From an optimization exercise on the open Yosys and OpenROAD flow, aimed at small area, a short achievable clock period and few clock cycles; shortcuts taken in it are not production practice.
The RTL was checked by simulation tests, not by an equivalence proof against the original design.
No activity file was given, so power comes from the tool's default toggle rates.

[flow/design.v]
module freq_ranker (
    input  wire       clk,
    input  wire       rst,         
    input  wire       in_valid,
    input  wire [7:0] in_data,
    input  wire       go,
    output wire       in_ready,
    output wire       out_valid,
    output wire [7:0] out_sym,
    input  wire       out_ready,
    output reg        done,
    output reg        err,
    output reg  [8:0] sym_count
);
    localparam [11:0] IN_CAP = 12'd4095;
    localparam        W      = 12;         
    reg        busy;                       
    reg        acc_byte_q;                 
    reg        acc_go_q;                   
    reg        clr_q;                      
    reg  [7:0] data_q;
    reg [11:0] total;
    reg        ovf;
    assign in_ready = !busy;
    wire acc_byte = in_valid && !busy;
    wire acc_go   = go && !in_valid && !busy;
    wire        inc_q    = acc_byte_q && (total != IN_CAP);
    wire        ovf_go   = acc_go_q && ovf;
    wire        clr_all  = rst || ovf_go;
    wire [11:0] total_d  = inc_q ? total + 12'd1 : total;
    reg  [W-1:0] bsel;                     
    wire [255:0] cbit;                     
    genvar gi;
    generate
        for (gi = 0; gi < 256; gi = gi + 1) begin : g_cnt
            reg  [W-1:0] c;
            wire hit = (data_q == gi);
            always @(posedge clk) begin
                if (clr_all || (clr_q && hit))
                    c <= {W{1'b0}};
                else if (inc_q && hit)
                    c <= c + 1'b1;
            end
            assign cbit[gi] = |(c & bsel);
        end
    endgenerate
    reg  [255:0] srch;                     
    reg  [255:0] cur;                      
    reg          searching;
    reg          seen;                     
    reg  [W-1:0] hb;                       
    reg          found;                    
    reg          fin;                      
    wire         s_act  = searching || (acc_go_q && !ovf);
    wire [255:0] s_sel  = srch & cbit;
    wire         s_any  = |s_sel;
    wire         s_last = bsel[0];
    wire [7:0]   p_idx;
    wire [255:0] p_oh;
    wire         p_any;
    wire         p_two;
    prio256 u_prio (.v(cur), .any(p_any), .two(p_two), .idx(p_idx), .oh(p_oh));
    reg        h_v;
    reg  [7:0] h_sym;
    reg        s_v;
    reg  [7:0] s_sym;
    assign out_valid = h_v;
    assign out_sym   = h_sym;
    wire emit = p_any && !s_v;
    wire xfer = found && (!p_any || (!p_two && emit));
    wire pop  = h_v && out_ready;
    reg [W-1:0] lead_d;
    integer li;
    always @(*) begin
        lead_d = {{(W-1){1'b0}}, 1'b1};
        for (li = 1; li < W; li = li + 1)
            if (total_d[li]) lead_d = {{(W-1){1'b0}}, 1'b1} << li;
    end
    wire finish = fin && !p_any && !s_v && (!h_v || out_ready);
    always @(posedge clk) begin
        if (rst || !busy || finish)
            srch <= {256{1'b1}};
        else if (xfer)
            srch <= ~srch & ~cur;
        else if (s_act && s_any)
            srch <= s_sel;
        if (rst)
            cur <= 256'd0;
        else if (xfer)
            cur <= srch;
        else if (emit)
            cur <= cur & ~p_oh;
    end
    always @(posedge clk) begin
        if (rst) begin
            busy       <= 1'b0;
            acc_byte_q <= 1'b0;
            acc_go_q   <= 1'b0;
            clr_q      <= 1'b0;
            total      <= 12'd0;
            ovf        <= 1'b0;
            searching  <= 1'b0;
            seen       <= 1'b0;
            found      <= 1'b0;
            fin        <= 1'b0;
            h_v        <= 1'b0;
            s_v        <= 1'b0;
            done       <= 1'b0;
            err        <= 1'b0;
            sym_count  <= 9'd0;
            bsel       <= {{(W-1){1'b0}}, 1'b1};
        end else begin
            acc_byte_q <= acc_byte;
            acc_go_q   <= acc_go;
            clr_q      <= emit;
            data_q     <= busy ? p_idx : in_data;
            if (acc_byte || acc_go)
                done <= 1'b0;
            if (acc_go)
                busy <= 1'b1;
            if (!busy) begin
                total <= total_d;
                bsel  <= lead_d;
                if (inc_q == 1'b0 && acc_byte_q)
                    ovf <= 1'b1;
            end
            if (acc_go_q) begin
                err       <= ovf;
                sym_count <= 9'd0;
                total     <= 12'd0;
                ovf       <= 1'b0;
                if (ovf) begin
                    done <= 1'b1;
                    busy <= 1'b0;
                end
            end
            if (xfer) begin
                bsel      <= hb;
                seen      <= 1'b0;
                searching <= 1'b1;
                found     <= 1'b0;
            end else if (s_act) begin
                if (s_any && !seen) begin
                    hb   <= bsel;
                    seen <= 1'b1;
                end
                if (s_last) begin
                    searching <= 1'b0;
                    seen      <= 1'b0;
                    if (seen || s_any) found <= 1'b1;
                    else               fin   <= 1'b1;
                end else begin
                    bsel      <= bsel >> 1;
                    searching <= 1'b1;
                end
            end
            if (emit)
                sym_count <= sym_count + 9'd1;
            if (s_v) begin
                if (pop) begin
                    h_sym <= s_sym;
                    s_v   <= 1'b0;
                end
            end else if (emit) begin
                if (!h_v || pop) begin
                    h_v   <= 1'b1;
                    h_sym <= p_idx;
                end else begin
                    s_v   <= 1'b1;
                    s_sym <= p_idx;
                end
            end else if (pop) begin
                h_v <= 1'b0;
            end
            if (finish) begin
                fin  <= 1'b0;
                done <= 1'b1;
                busy <= 1'b0;
            end
        end
    end
endmodule
module prio256 (
    input  wire [255:0] v,
    output wire         any,
    output wire         two,
    output wire [7:0]   idx,
    output wire [255:0] oh
);
    wire [255:0] a  [0:8];
    wire [255:0] t  [0:8];
    wire [7:0]   ix [0:8][0:255];
    wire [255:0] en [0:8];
    genvar l, j;
    generate
        for (j = 0; j < 256; j = j + 1) begin : g_leaf
            assign a[0][j]  = v[j];
            assign t[0][j]  = 1'b0;
            assign ix[0][j] = 8'd0;
        end
        for (l = 1; l <= 8; l = l + 1) begin : g_up
            for (j = 0; j < (256 >> l); j = j + 1) begin : g_node
                wire al = a[l-1][2*j];
                wire ar = a[l-1][2*j+1];
                assign a[l][j]  = al | ar;
                assign t[l][j]  = t[l-1][2*j] | t[l-1][2*j+1] | (al & ar);
                assign ix[l][j] = al ? ix[l-1][2*j] : (ix[l-1][2*j+1] | (8'd1 << (l-1)));
            end
            for (j = (256 >> l); j < 256; j = j + 1) begin : g_pad
                assign a[l][j]  = 1'b0;
                assign t[l][j]  = 1'b0;
                assign ix[l][j] = 8'd0;
            end
        end
        assign en[8][0] = 1'b1;
        for (j = 1; j < 256; j = j + 1) begin : g_en8
            assign en[8][j] = 1'b0;
        end
        for (l = 8; l >= 1; l = l - 1) begin : g_down
            for (j = 0; j < (256 >> l); j = j + 1) begin : g_node
                assign en[l-1][2*j]   = en[l][j];
                assign en[l-1][2*j+1] = en[l][j] & ~a[l-1][2*j];
            end
            for (j = (256 >> (l-1)); j < 256; j = j + 1) begin : g_pad
                assign en[l-1][j] = 1'b0;
            end
        end
    endgenerate
    assign any = a[8][0];
    assign two = t[8][0];
    assign idx = ix[8][0];
    assign oh  = v & en[0];
endmodule
[flow/run.sh]
#!/bin/bash
# synth_recipe.tcl (not shown) runs the flow's synth.tcl, then flattens the netlist and writes it again
# the make line also repeats each setting of config.mk as NAME=value (left out here)
make -C /OpenROAD-flow-scripts/flow DESIGN_CONFIG=/design/flow/config.mk WORK_HOME=/design/flow/orfs CLKGATE_MAP_FILE= SYNTH_SCRIPT=/design/flow/synth_recipe.tcl finish
[flow/config.mk]
export PLATFORM = sky130hd
export DESIGN_NAME = freq_ranker
export DESIGN_NICKNAME = freq_ranker
export VERILOG_FILES = /design/flow/design.v
export SDC_FILE = /design/flow/constraint.sdc
export NUM_CORES = 4
export LEC_CHECK = 0
export CAP_MARGIN = 20
export CORE_MARGIN = 2
export CORE_UTILIZATION = 25
export SLEW_MARGIN = 20
[flow/constraint.sdc]
create_clock -name core_clock -period 14.0 [get_ports {clk}]
set_input_delay 2.8000 -clock core_clock [delete_from_list [all_inputs] [get_ports {clk}]]
set_output_delay 2.8000 -clock core_clock [all_outputs]
set_load 0.01 [all_outputs]
==> results.txt <==
## sequential cells by signal, indices dropped and copies added, names as in the netlist, 8 cells and up
name and count:
cur 256, total 12, bsel 12, s_sym 8
sym_count 9, srch 256, hb 12, data_q 8
g_cnt.c 3072, h_sym 8
## Yosys cell counts, types with 322 or more instances
master and n:
xor2_1 1927, dfxtp_1 3630, xnor2_1 476, or3_1 439, nand4_1 693, nand3_1 495, clkbuf_1 995, a21oi_1 841
and3_1 661, a22oi_1 1361, nor2_1 3333, o21ai_0 1023, nand2_1 2499, inv_1 322
## power breakdown
part           internal (mW)  switching (mW)  leakage [nW]  total [mW]
sequential              10.7           0.546          29.6        11.2
combinational          0.890            4.16          38.6        5.05
clock                   6.52            4.72          6.86        11.2
total                   18.1            9.42          75.0        27.5
## final cells by class
| type | count | area [um2] |
|---|---|---|
| tap | 9485 | 11870 |
| inverter | 325 | 1220 |
| timing repair buffer | 523 | 4409 |
| fill | 75260 | 504700 |
| multi-input combinational | 16240 | 98320 |
| clock buffer | 602 | 12080 |
| antenna | 29 | 72.57 |
| clock inverter | 144 | 1857 |
| sequential | 3666 | 73800 |
## cell families (layout without fill, tap and decap cells)
family | count (synthesis) | in the layout | synth area share [%]
xor+xnor | 2403 | 2403 | 11.84
buf+inv | 1582 | 1594 | 3.506
simple gates | 8849 | 8849 | 23.09
other cells | 0 | 29 | 0
compound gates | 4607 | 4607 | 17.57
mux | 123 | 123 | 0.7009
fa+ha+maj | 259 | 259 | 1.821
flops | 3666 | 3666 | 41.48
## worst min-delay path: stages, from the launching register on
cell     delay, ns
dfxtp_1       0.32
nand2_1       0.06
a21oi_1       0.06
## layer usage
metal | vias to the layer above | part of all wire (%)
li1 | 75760 | -
met1 | 80740 | 43
met2 | 7612 | 43
met3 | 1417 | 9.3
met4 | 34 | 5.1
met5 | - | 0.031
## stage by stage
stage | total power [mW] | worst slack [ns] | instance area, um2
after CTS | 27.43 | 7.070 | 203500
after floorplan | 13.28 | 9.015 | 177800
after detailed placement | 16.27 | 7.070 | 189600
final | 27.49 | 6.571 | 203600
after global routing | 28.04 | 6.839 | 203600
after global placement | 16.26 | 6.603 | 189500
## worst paths after layout
check | endpoint | from | slack [ns] | cells past startpoint
worst min-delay path | cur[105]$_SDFFE_PP0P_ | srch[105]$_SDFFE_PP1P_ | 0.46 | 2
worst max register to register | srch[227]$_SDFFE_PP1P_ | bsel[3]$_SDFF_PP0_ | 6.57 | 12
worst min register to register | cur[105]$_SDFFE_PP0P_ | srch[105]$_SDFFE_PP1P_ | 0.46 | 2
worst max-delay path | srch[227]$_SDFFE_PP1P_ | bsel[3]$_SDFF_PP0_ | 6.57 | 12
==> results.json <==
{
  "grt.total_usage_pct": 19.05,
  "ys_seq_area_share_pct": 41.48,
  "cts_root_buf": "clkbuf_16",
  "cts_buffers": 409,
  "clock_latency_ns": 1.07,
  "cts_setup_buffers": 0,
  "cp-start-kind": "register",
  "fp.dieW_um": 847.3,
  "cts_tree": "built",
  "synth_area_leaders": "dfxtp_1, xor2_1, nor2_1",
  "setup_tns_ns": 0,
  "layout_common_cells": "dfxtp_1, nor2_1, nand2_1",
  "async_flop_share_pct": 0,
  "fin_cells": 31020,
  "ctsHoldBuffers": 0,
  "path_delay_family": "compound AO/OA/AOI/OAI gates",
  "overflow": 0,
  "first_global_vias": 151400,
  "use_met1_pct": 26.01,
  "max-slew-margin-rel_pct": 13.86,
  "worst_slew_pin_slew_ns": 1.291,
  "finalSetupViolCount": 0,
  "fin_skew_ns": 0.07449,
  "final_common_cell": "dfxtp_1",
  "drt-total-wl_mm": 720.9,
  "final.period_utilization_pct": 53.06,
  "via_count": 165600,
  "synth_cell_types": 81,
  "fp.coreArea_um2": 708300,
  "crit_type": "reg2reg",
  "area_growth_pct": 14.53,
  "yosys_warnings": 2,
  "die_h_um": 847.3,
  "drc": 0,
  "rsz0062_at_grt": "no",
  "dp_cells": 30240,
  "wl_per_cell_um": 23.24,
  "hold_viol_final": 0,
  "synth_enable_flop_cells": 36,
  "critPathMaxFanout": 100,
  "hp-class": "reg2reg",
  "antenna_found_initial": 72,
  "fin_util_pct": 28.75,
  "drive_gt1_share_pct": 6.409,
  "cap_viol_max_count": 0,
  "dr.pass1.iters": 8,
  "cts_resized": 0,
  "cp_common_cell": "buf_4",
  "pin_count": 34,
  "grt.busiest_layer": "met2",
  "nNetsFinal": 21440,
  "grt_max_degree": 173,
  "place_congestion": 1.019,
  "syn_area_um2": 177800,
  "status": "finished clean",
  "grt_use_met3_pct": 3.354,
  "io_buffers": 33,
  "slew_violations": 0,
  "ant_nets": 0,
  "yosys.area.top_type": "dfxtp_1",
  "clkTransAtPathRegs_ns": 0.06,
  "ys.flop_type": "dfxtp_1",
  "syn_avg_cell_area_um2": 8.274,
  "slowest_stage": "nor4_1",
  "vias_per_cell": 5.338,
  "netlist.area_leader.share_pct": 40.87,
  "finalCriticalPeriod_ns": 7.429,
  "syn_inst": 21490,
  "htreeDepth": 5,
  "arrival_ns": 8.40,
  "crit_chain": "buf_4 > buf_12 > a22oi_1 > nand2_1 > nor3_1 > o2111ai_1 > nor4_1 > nand4_1 > o41a_2 > buf_4 > a2111oi_0 > a211o_1",
  "slowest_delay_ns": 1.14,
  "crit_buf_inv": 3,
  "end_kind": "register",
  "clkSinkCount": 3666,
  "yosys_register_bits": 3666,
  "peakVddDrop_mv": 0.1177,
  "die_area_um2": 717900,
  "power_density_nw_per_um2": 135.0,
  "dpl.hpwl_mm": 495.5,
  "grt_use_met2_pct": 29.34,
  "cp_data_required_time_ns": 14.97,
  "fin_hold_ws_ns": 0.4568,
  "synth_fp_nets": 21760,
  "grt_pass1_wl_mm": 1042,
  "fmax_mhz": 134.6,
  "clockBufferDepth": 4,
  "power.leakage_nw": 75.01,
  "start_util_pct": 25.10,
  "std_cell_rows": 309,
  "drt_iter0_drc": 18890
}
Testbench counts, summed over its fixed seeds: cycles 72,963.

afterwards: timing with drivers on the ports:
In the flow no input, the clock included, has a driving cell. The finished layout below was timed again as built, in two steps. Step 1: set_driving_cell puts a clkbuf_16 on clk and a buf_2 on each other input, an assumption about the parent block. Step 2 times the ports against the registers' clock, not the clock port: input delays grow and output delays shrink by t, the midpoint of the rising clock arrivals with the driver on. Three values: ideal ports, drivers, drivers and shift; two values: the first two.
t, ns: 1.168
setup WS [ns]: 6.571 / 6.571 / 6.571
hold slack, ns: 0.457 / 0.457 / 0.457
worst setup path after step 2: register to register
pins driven straight from the clock port: 1
After both steps setup and hold are still met in this run. The setup slack of this run moves by 0.000 ns with the drivers and by 0.000 ns with both steps.
